Background: an optimization exercise with open tools, aiming at small area and few clock cycles. Do not read the settings as production practice.
Where RTL was checked, it was by simulation tests only, not by an equivalence proof against the original.

==> run a: inputs <==
Design gbac_dispatch, start of the top module:
module gbac_dispatch (
    input  wire       clk,
    input  wire       rst,         
    input  wire       rx_valid,
    output wire       rx_ready,
    input  wire [7:0] rx_data,
    input  wire       rx_last,
    input  wire [2:0] rx_nbits,    
    output reg        tx_valid,
    input  wire       tx_ready,
    output reg  [7:0] tx_data,
    output reg        tx_last
);
    localparam CQD = 6;                      
    localparam WQD = 2;                      
    localparam [7:0] K_S = 8'h08;            
    localparam [7:0] K_P = 8'h48;            
    localparam [1:0] OPC_NONE = 2'd0, OPC_ID = 2'd1, OPC_RD = 2'd2, OPC_WR = 2'd3;
    localparam [1:0] C_ID = 2'd0, C_RDS = 2'd1, C_RDP = 2'd2, C_WR = 2'd3;
    localparam [1:0] W_NONE = 2'd0, W_80 = 2'd1, W_C0 = 2'd2, W_E0 = 2'd3;
    localparam [1:0] SL_Z = 2'd0,            
                     SL_ZA = 2'd1,           
                     SL_R = 2'd2,            
  ...
Settings: LEC_CHECK=0, CAP_MARGIN=20, CORE_MARGIN=2, CORE_UTILIZATION=35, PLACE_DENSITY=0.55, SLEW_MARGIN=20; clock period 11.0 ns.
run.sh (not shown) runs the stock make flow with config.mk's settings and CLKGATE_MAP_FILE= SYNTH_SCRIPT=/design/flow/synth_recipe.tcl, a recipe that flattens the netlist after the stock synthesis.
==> inputs of run b, as changes to run a <==
--- a/flow/design.v
+++ b/flow/design.v
@@ -14,20 +14,20 @@
 module gbac_dispatch (
     input  wire       clk,
     input  wire       rst,         
     input  wire       rx_valid,
     output wire       rx_ready,
     input  wire [7:0] rx_data,
     input  wire       rx_last,
     input  wire [2:0] rx_nbits,    
-    output reg        tx_valid,
+    output wire       tx_valid,
     input  wire       tx_ready,
-    output reg  [7:0] tx_data,
-    output reg        tx_last
+    output wire [7:0] tx_data,
+    output wire       tx_last
 );
     localparam CQD = 6;                      
     localparam WQD = 2;                      
     localparam [7:0] K_S = 8'h08;            
     localparam [7:0] K_P = 8'h48;            
     localparam [1:0] OPC_NONE = 2'd0, OPC_ID = 2'd1, OPC_RD = 2'd2, OPC_WR = 2'd3;
     localparam [1:0] C_ID = 2'd0, C_RDS = 2'd1, C_RDP = 2'd2, C_WR = 2'd3;
     localparam [1:0] W_NONE = 2'd0, W_80 = 2'd1, W_C0 = 2'd2, W_E0 = 2'd3;
@@ -113,89 +113,92 @@
         end
     end
     wire [1:0]  h_cmd = cq[cn - 3'd1];
     wire [9:0]  h_wr  = wq[wn - 2'd1];
     wire [7:0]  h_crc = h_wr[7:0];
     reg  [5:0]  cnt;           
     reg  [7:0]  b_data;
     reg         b_last;
-    reg         b_avail;
     always @(*) begin
         b_data  = 8'h00;
         b_last  = 1'b1;
-        b_avail = !q_empty && !rot;
         case (h_cmd)
         C_ID: begin
             b_data = (cnt == 6'd1) ? 8'h03 : 8'h00;
             b_last = (cnt == 6'd2);
         end
         C_RDS: begin
             b_last = (cnt == 6'd32);
-            if (st_s[1]) begin
-                b_data = head_s;
-                b_avail = b_avail && (ph == cnt);
-            end else begin
-                b_data = (st_s == SL_ZA && cnt == 6'd0)  ? 8'h02 :
-                         (st_s == SL_ZA && cnt == 6'd32) ? K_S : 8'h00;
-            end
+            b_data = (st_s == SL_ZA && cnt == 6'd0)  ? 8'h02 :
+                     (st_s == SL_ZA && cnt == 6'd32) ? K_S : 8'h00;
         end
         C_RDP: begin
             b_last = (cnt == 6'd32);
-            if (st_p[1]) begin
-                b_data = head_p;
-                b_avail = b_avail && (ph == cnt);
-            end else begin
-                b_data = (st_p == SL_ZA && cnt == 6'd8)  ? 8'h81 :
-                         (st_p == SL_ZA && cnt == 6'd32) ? K_P : 8'h00;
-            end
+            b_data = (st_p == SL_ZA && cnt == 6'd8)  ? 8'h81 :
+                     (st_p == SL_ZA && cnt == 6'd32) ? K_P : 8'h00;
         end
         default: begin
             b_data = h_crc;
         end
         endcase
     end
-    wire        load = b_avail && (!tx_valid || tx_ready);
-    wire        pop  = load && b_last;
+    reg  [7:0]  hr;            
+    reg         hv;            
+    reg         hl;            
+    wire        ring_mode = !q_empty &&
+                            ((h_cmd == C_RDS && st_s[1]) || (h_cmd == C_RDP && st_p[1]));
+    assign tx_valid = ring_mode ? hv : (!q_empty && !rot);
+    assign tx_data  = ring_mode ? hr : b_data;
+    assign tx_last  = ring_mode ? hl : b_last;
+    wire        tx_fire = tx_valid && tx_ready;
+    wire        rd_load = ring_mode && !rot && (!hv || tx_ready) && (ph == cnt);
+    wire        pop     = tx_fire && tx_last;
+    wire [7:0]  rot_byte = (rot_kind == ROT_C0) ? ((ph == 6'd0) ? 8'h02 : head_s)
+                                                : ((ph == 6'd8) ? 8'h81 : head_p);
     wire [7:0]  crc_rot_step;
-    reg  [7:0]  crc_rot;
     gbac_crc8_table u_rot_tab (
-        .idx (((ph == 6'd0) ? 8'h00 : crc_rot) ^ ((rot_kind == ROT_C0) ? in_s : in_p)),
+        .idx (((ph == 6'd0) ? 8'h00 : hr) ^ rot_byte),
         .val (crc_rot_step)
     );
     always @(*) begin
         in_s = head_s;
         in_p = head_p;
         if (rx_fire && in_slot_s) in_s = rx_data;
         if (rx_fire && in_slot_p) in_p = rx_data;
         if (rot_act) begin
             case (rot_kind)
             ROT_C0:
                 if (ph == 6'd0)       in_s = 8'h02;
-                else if (ph == 6'd32) in_s = crc_rot;
+                else if (ph == 6'd32) in_s = hr;
             ROT_E0:
                 if (ph == 6'd8)       in_p = 8'h81;
-                else if (ph == 6'd32) in_p = crc_rot;
+                else if (ph == 6'd32) in_p = hr;
             default: begin
                 if (!st_s[1]) in_s = pat_s_ph;
                 if (!st_p[1]) in_p = pat_p_ph;
             end
             endcase
         end
     end
     always @(posedge clk) begin
-        if (rot_act) crc_rot <= crc_rot_step;
+        if (rd_load) begin
+            hr <= (h_cmd == C_RDS) ? head_s : head_p;
+            hl <= (cnt == 6'd32);
+        end else if (rot_act) begin
+            hr <= crc_rot_step;
+        end
     end
     integer i;
     always @(posedge clk) begin
         if (rst) begin
             cn       <= 3'd0;
             wn       <= 2'd0;
             cnt      <= 6'd0;
-            tx_valid <= 1'b0;
+            hv       <= 1'b0;
             rot      <= 1'b0;
             rot_run  <= 1'b0;
             st_s     <= SL_Z;
             st_p     <= SL_Z;
         end else begin
             if (rx_fire && push_any) begin
                 for (i = CQD - 1; i > 0; i = i - 1)
                     cq[i] <= cq[i - 1];
@@ -203,24 +206,24 @@
             end
             if (rx_fire && push_any && push_wr) begin
                 for (i = WQD - 1; i > 0; i = i - 1)
                     wq[i] <= wq[i - 1];
                 wq[0] <= {subc, crc_rx};
             end
             cn <= cn + (rx_fire && push_any) - pop;
             wn <= wn + (rx_fire && push_any && push_wr) - (pop && h_cmd == C_WR);
-            if (load) begin
-                tx_data  <= b_data;
-                tx_last  <= b_last;
-                tx_valid <= 1'b1;
-                cnt      <= b_last ? 6'd0 : cnt + 6'd1;
-            end else if (tx_ready) begin
-                tx_valid <= 1'b0;
-            end
+            if (pop)
+                cnt <= 6'd0;
+            else if (ring_mode ? rd_load : tx_fire)
+                cnt <= cnt + 6'd1;
+            if (rd_load)
+                hv <= 1'b1;
+            else if (tx_fire)
+                hv <= 1'b0;
             if (pop && h_cmd == C_WR) begin
                 case (h_wr[9:8])
                 W_80: begin
                     st_s <= SL_Z;
                     st_p <= SL_Z;
                 end
                 W_C0: begin
                     if (st_s == SL_R) begin
- CTS_BUF_LIST: unset -> sky130_fd_sc_hd__clkbuf_8
- CTS_CLUSTER_DIAMETER: unset -> 60
- CTS_CLUSTER_SIZE: unset -> 20
==> inputs of run c, as changes to run a <==
--- a/flow/design.v
+++ b/flow/design.v
@@ -19,23 +19,28 @@
     input  wire [7:0] rx_data,
     input  wire       rx_last,
     input  wire [2:0] rx_nbits,    
     output reg        tx_valid,
     input  wire       tx_ready,
     output reg  [7:0] tx_data,
     output reg        tx_last
 );
-    localparam CQD = 6;                      
-    localparam WQD = 2;                      
+    localparam QD = 4;                       
+    localparam QW = 2;                       
     localparam [7:0] K_S = 8'h08;            
     localparam [7:0] K_P = 8'h48;            
     localparam [1:0] OPC_NONE = 2'd0, OPC_ID = 2'd1, OPC_RD = 2'd2, OPC_WR = 2'd3;
-    localparam [1:0] C_ID = 2'd0, C_RDS = 2'd1, C_RDP = 2'd2, C_WR = 2'd3;
-    localparam [1:0] W_NONE = 2'd0, W_80 = 2'd1, W_C0 = 2'd2, W_E0 = 2'd3;
+    localparam [2:0] C_ID   = 3'd0,
+                     C_RDS  = 3'd1,
+                     C_RDP  = 3'd2,
+                     C_WR   = 3'd4,          
+                     C_WR80 = 3'd5,
+                     C_WRC0 = 3'd6,
+                     C_WRE0 = 3'd7;
     localparam [1:0] SL_Z = 2'd0,            
                      SL_ZA = 2'd1,           
                      SL_R = 2'd2,            
                      SL_RA = 2'd3;           
     localparam [1:0] ROT_C0 = 2'd0, ROT_E0 = 2'd1, ROT_MAT = 2'd2;
     reg  [5:0]   ph;
     reg  [263:0] ring_s;
     reg  [263:0] ring_p;
@@ -66,26 +71,28 @@
         .idx ((idx == 7'd3 ? 8'h00 : crc_rx) ^ rx_data),
         .val (crc_rx_step)
     );
     wire        nb1 = (rx_nbits == 3'd1);
     wire        push_id = (idx == 7'd1)  && nb1 && (opc == OPC_ID);
     wire        push_rd = (idx == 7'd3)  && nb1 && (opc == OPC_RD) && (subc != 2'd0);
     wire        push_wr = (idx == 7'd35) && nb1 && (opc == OPC_WR);
     wire        push_any = rx_last && (push_id || push_rd || push_wr);
-    wire [1:0]  push_cmd = push_wr ? C_WR : push_rd ? subc : C_ID;
+    wire [2:0]  push_cmd = push_wr ? {1'b1, subc} :
+                           push_rd ? {1'b0, subc} : C_ID;
     wire        in_slot_s = (idx >= 7'h30) && (idx <= 7'h50);
     wire        in_slot_p = (idx >= 7'h51) && (idx <= 7'h71);
     wire [5:0]  slot_tgt  = in_slot_s ? (idx - 7'h30) : (idx - 7'h51);
-    reg  [1:0]  cq [0:CQD-1];
-    reg  [2:0]  cn;
-    reg  [9:0]  wq [0:WQD-1];
-    reg  [1:0]  wn;
-    wire        q_empty = (cn == 3'd0);
-    wire        q_full  = (cn == CQD) || (push_wr && wn == WQD);
+    reg  [2:0]  q_cmd [0:QD-1];
+    reg  [7:0]  q_crc [0:QD-1];
+    reg  [QW-1:0] q_rp;
+    reg  [QW-1:0] q_wp;
+    reg  [QW:0]   q_n;
+    wire        q_empty = (q_n == 0);
+    wire        q_full  = (q_n == QD);
     reg         rot;           
     reg  [1:0]  rot_kind;
     reg         rot_run;       
     wire        rot_act = rot && (ph == 6'd0 || rot_run);
     wire        slots_in_ring = st_s[1] && st_p[1];
     wire        slot_ok = q_empty && !rot && slots_in_ring && (ph == slot_tgt);
     assign rx_ready = ((in_slot_s || in_slot_p) ? slot_ok : 1'b1) &&
                       !(q_full && push_any);
@@ -107,19 +114,18 @@
                     subc <= (rx_data == 8'h80) ? 2'd1 :
                             (rx_data == 8'hC0) ? 2'd2 :
                             (rx_data == 8'hE0) ? 2'd3 : 2'd0;
             end
             if (idx >= 7'd3 && idx <= 7'd34)
                 crc_rx <= crc_rx_step;
         end
     end
-    wire [1:0]  h_cmd = cq[cn - 3'd1];
-    wire [9:0]  h_wr  = wq[wn - 2'd1];
-    wire [7:0]  h_crc = h_wr[7:0];
+    wire [2:0]  h_cmd = q_cmd[q_rp];
+    wire [7:0]  h_crc = q_crc[q_rp];
     reg  [5:0]  cnt;           
     reg  [7:0]  b_data;
     reg         b_last;
     reg         b_avail;
     always @(*) begin
         b_data  = 8'h00;
         b_last  = 1'b1;
         b_avail = !q_empty && !rot;
@@ -179,63 +185,58 @@
                 if (!st_p[1]) in_p = pat_p_ph;
             end
             endcase
         end
     end
     always @(posedge clk) begin
         if (rot_act) crc_rot <= crc_rot_step;
     end
-    integer i;
     always @(posedge clk) begin
         if (rst) begin
-            cn       <= 3'd0;
-            wn       <= 2'd0;
+            q_rp     <= 0;
+            q_wp     <= 0;
+            q_n      <= 0;
             cnt      <= 6'd0;
             tx_valid <= 1'b0;
             rot      <= 1'b0;
             rot_run  <= 1'b0;
             st_s     <= SL_Z;
             st_p     <= SL_Z;
         end else begin
             if (rx_fire && push_any) begin
-                for (i = CQD - 1; i > 0; i = i - 1)
-                    cq[i] <= cq[i - 1];
-                cq[0] <= push_cmd;
-            end
-            if (rx_fire && push_any && push_wr) begin
-                for (i = WQD - 1; i > 0; i = i - 1)
-                    wq[i] <= wq[i - 1];
-                wq[0] <= {subc, crc_rx};
-            end
-            cn <= cn + (rx_fire && push_any) - pop;
-            wn <= wn + (rx_fire && push_any && push_wr) - (pop && h_cmd == C_WR);
+                q_cmd[q_wp] <= push_cmd;
+                q_crc[q_wp] <= crc_rx;
+                q_wp        <= q_wp + 1'b1;
+            end
+            q_n <= q_n + (rx_fire && push_any) - pop;
             if (load) begin
                 tx_data  <= b_data;
                 tx_last  <= b_last;
                 tx_valid <= 1'b1;
                 cnt      <= b_last ? 6'd0 : cnt + 6'd1;
             end else if (tx_ready) begin
                 tx_valid <= 1'b0;
             end
-            if (pop && h_cmd == C_WR) begin
-                case (h_wr[9:8])
-                W_80: begin
+            if (pop) begin
+                q_rp <= q_rp + 1'b1;
+                case (h_cmd)
+                C_WR80: begin
                     st_s <= SL_Z;
                     st_p <= SL_Z;
                 end
-                W_C0: begin
+                C_WRC0: begin
                     if (st_s == SL_R) begin
                         rot      <= 1'b1;
                         rot_kind <= ROT_C0;
                     end else if (st_s == SL_Z) begin
                         st_s <= SL_ZA;
                     end
                 end
-                W_E0: begin
+                C_WRE0: begin
                     if (st_p == SL_R) begin
                         rot      <= 1'b1;
                         rot_kind <= ROT_E0;
                     end else if (st_p == SL_Z) begin
                         st_p <= SL_ZA;
                     end
                 end
                 default: ;
==> impl_metrics.toml <==
[place]
gp_congestion = 0.844
hpwlAfterDp_um = 19500

[power_and_ir_drop]
intPower_w = 0.00286
clkPwrFrac_pct = 28.8

[worst_setup_path]
r2r_end = "wn[1]"

[global_route]
grt_pass1_vias = 8505

[logic_synthesis]
syn_nets = 1306
synth-edff-count = 55
synth.distinct_cells = 77
netlist_area_um2 = 17200

[clocking]
clock-sinks = 614
numCtsBuffers = 40

[run_status]
status = "finished clean"

[timing]
period_minus_slack_ps = 6770

[finish]
top_regs = "ring_p: 264 flops, ring_s: 264 flops, wq: 20 flops"
(the above is from run b)
==> impl_metrics.toml <==
[global_route]
grt_pass1_vias = 8727

[place]
hpwlAfterDp_um = 19800

[power_and_ir_drop]
clkPwrFrac_pct = 42.8
intPower_w = 0.00370

[run_status]
status = "finished clean"

[timing]
period_minus_slack_ps = 6320

[logic_synthesis]
synth-edff-count = 63
synth.distinct_cells = 90
netlist_area_um2 = 17500

[clocking]
numCtsBuffers = 57
(the above is from run a)
==> impl_metrics.toml <==
[finish]
layout-drive-gt1-share_pct = 11.0
multi_input_gates = 550

[power_and_ir_drop]
intPower_w = 0.00369
clkPwrFrac_pct = 42.9

[logic_synthesis]
synth-edff-count = 75
syn_nets = 1294
synth.distinct_cells = 78

[run_status]
status = "finished clean"

[clocking]
hold_buffers = 0
clock-sinks = 638
numCtsBuffers = 59

[global_route]
track_usage_pct = 11.7
grt_use_met2_pct = 17.6
grt_pass1_vias = 8764

[timing]
tightest_slew_ps = 1010

[place]
placed_area_um2 = 18600
hpwlAfterDp_um = 19700
(the above is from run c)
Testbench counts of run a, summed over its fixed seeds: cycles 47,107.
Testbench counts of run c, summed over its fixed seeds: cycles 47,863.
For run b, only the layout was checked, not whether the RTL still works.

## re-timing with driven ports
How much do the figures lean on ideal ports? The routed layouts below were timed once more, with nothing changed but the port constraints. Step 1 sets driving cells, clkbuf_16 on the clock port and buf_2 on the other inputs (assumed; they add their load-dependent delay and slew). Step 2 times the ports against the registers' clock, not the clock port: input delays grow and output delays shrink by t, the midpoint of the rising clock arrivals with the driver on. Slacks: no drivers / after step 1 / after step 2; pairs: no drivers / after step 1.
run	t (ns)	slack for setup (ns)	clock arrival spread, ns	worst slew at a driven data input, ns
run a	0.647	4.681 / 4.654 / 4.654	0.037 / 0.037	0.03
run b	0.635	4.226 / 4.174 / 4.561	0.019 / 0.018	0.05
run c	0.653	4.577 / 4.526 / 4.717	0.037 / 0.037	0.07
After both steps every run listed still meets setup and hold. The setup slack of run a, which loses most, moves by -0.027 ns with the drivers and by -0.027 ns with both steps.
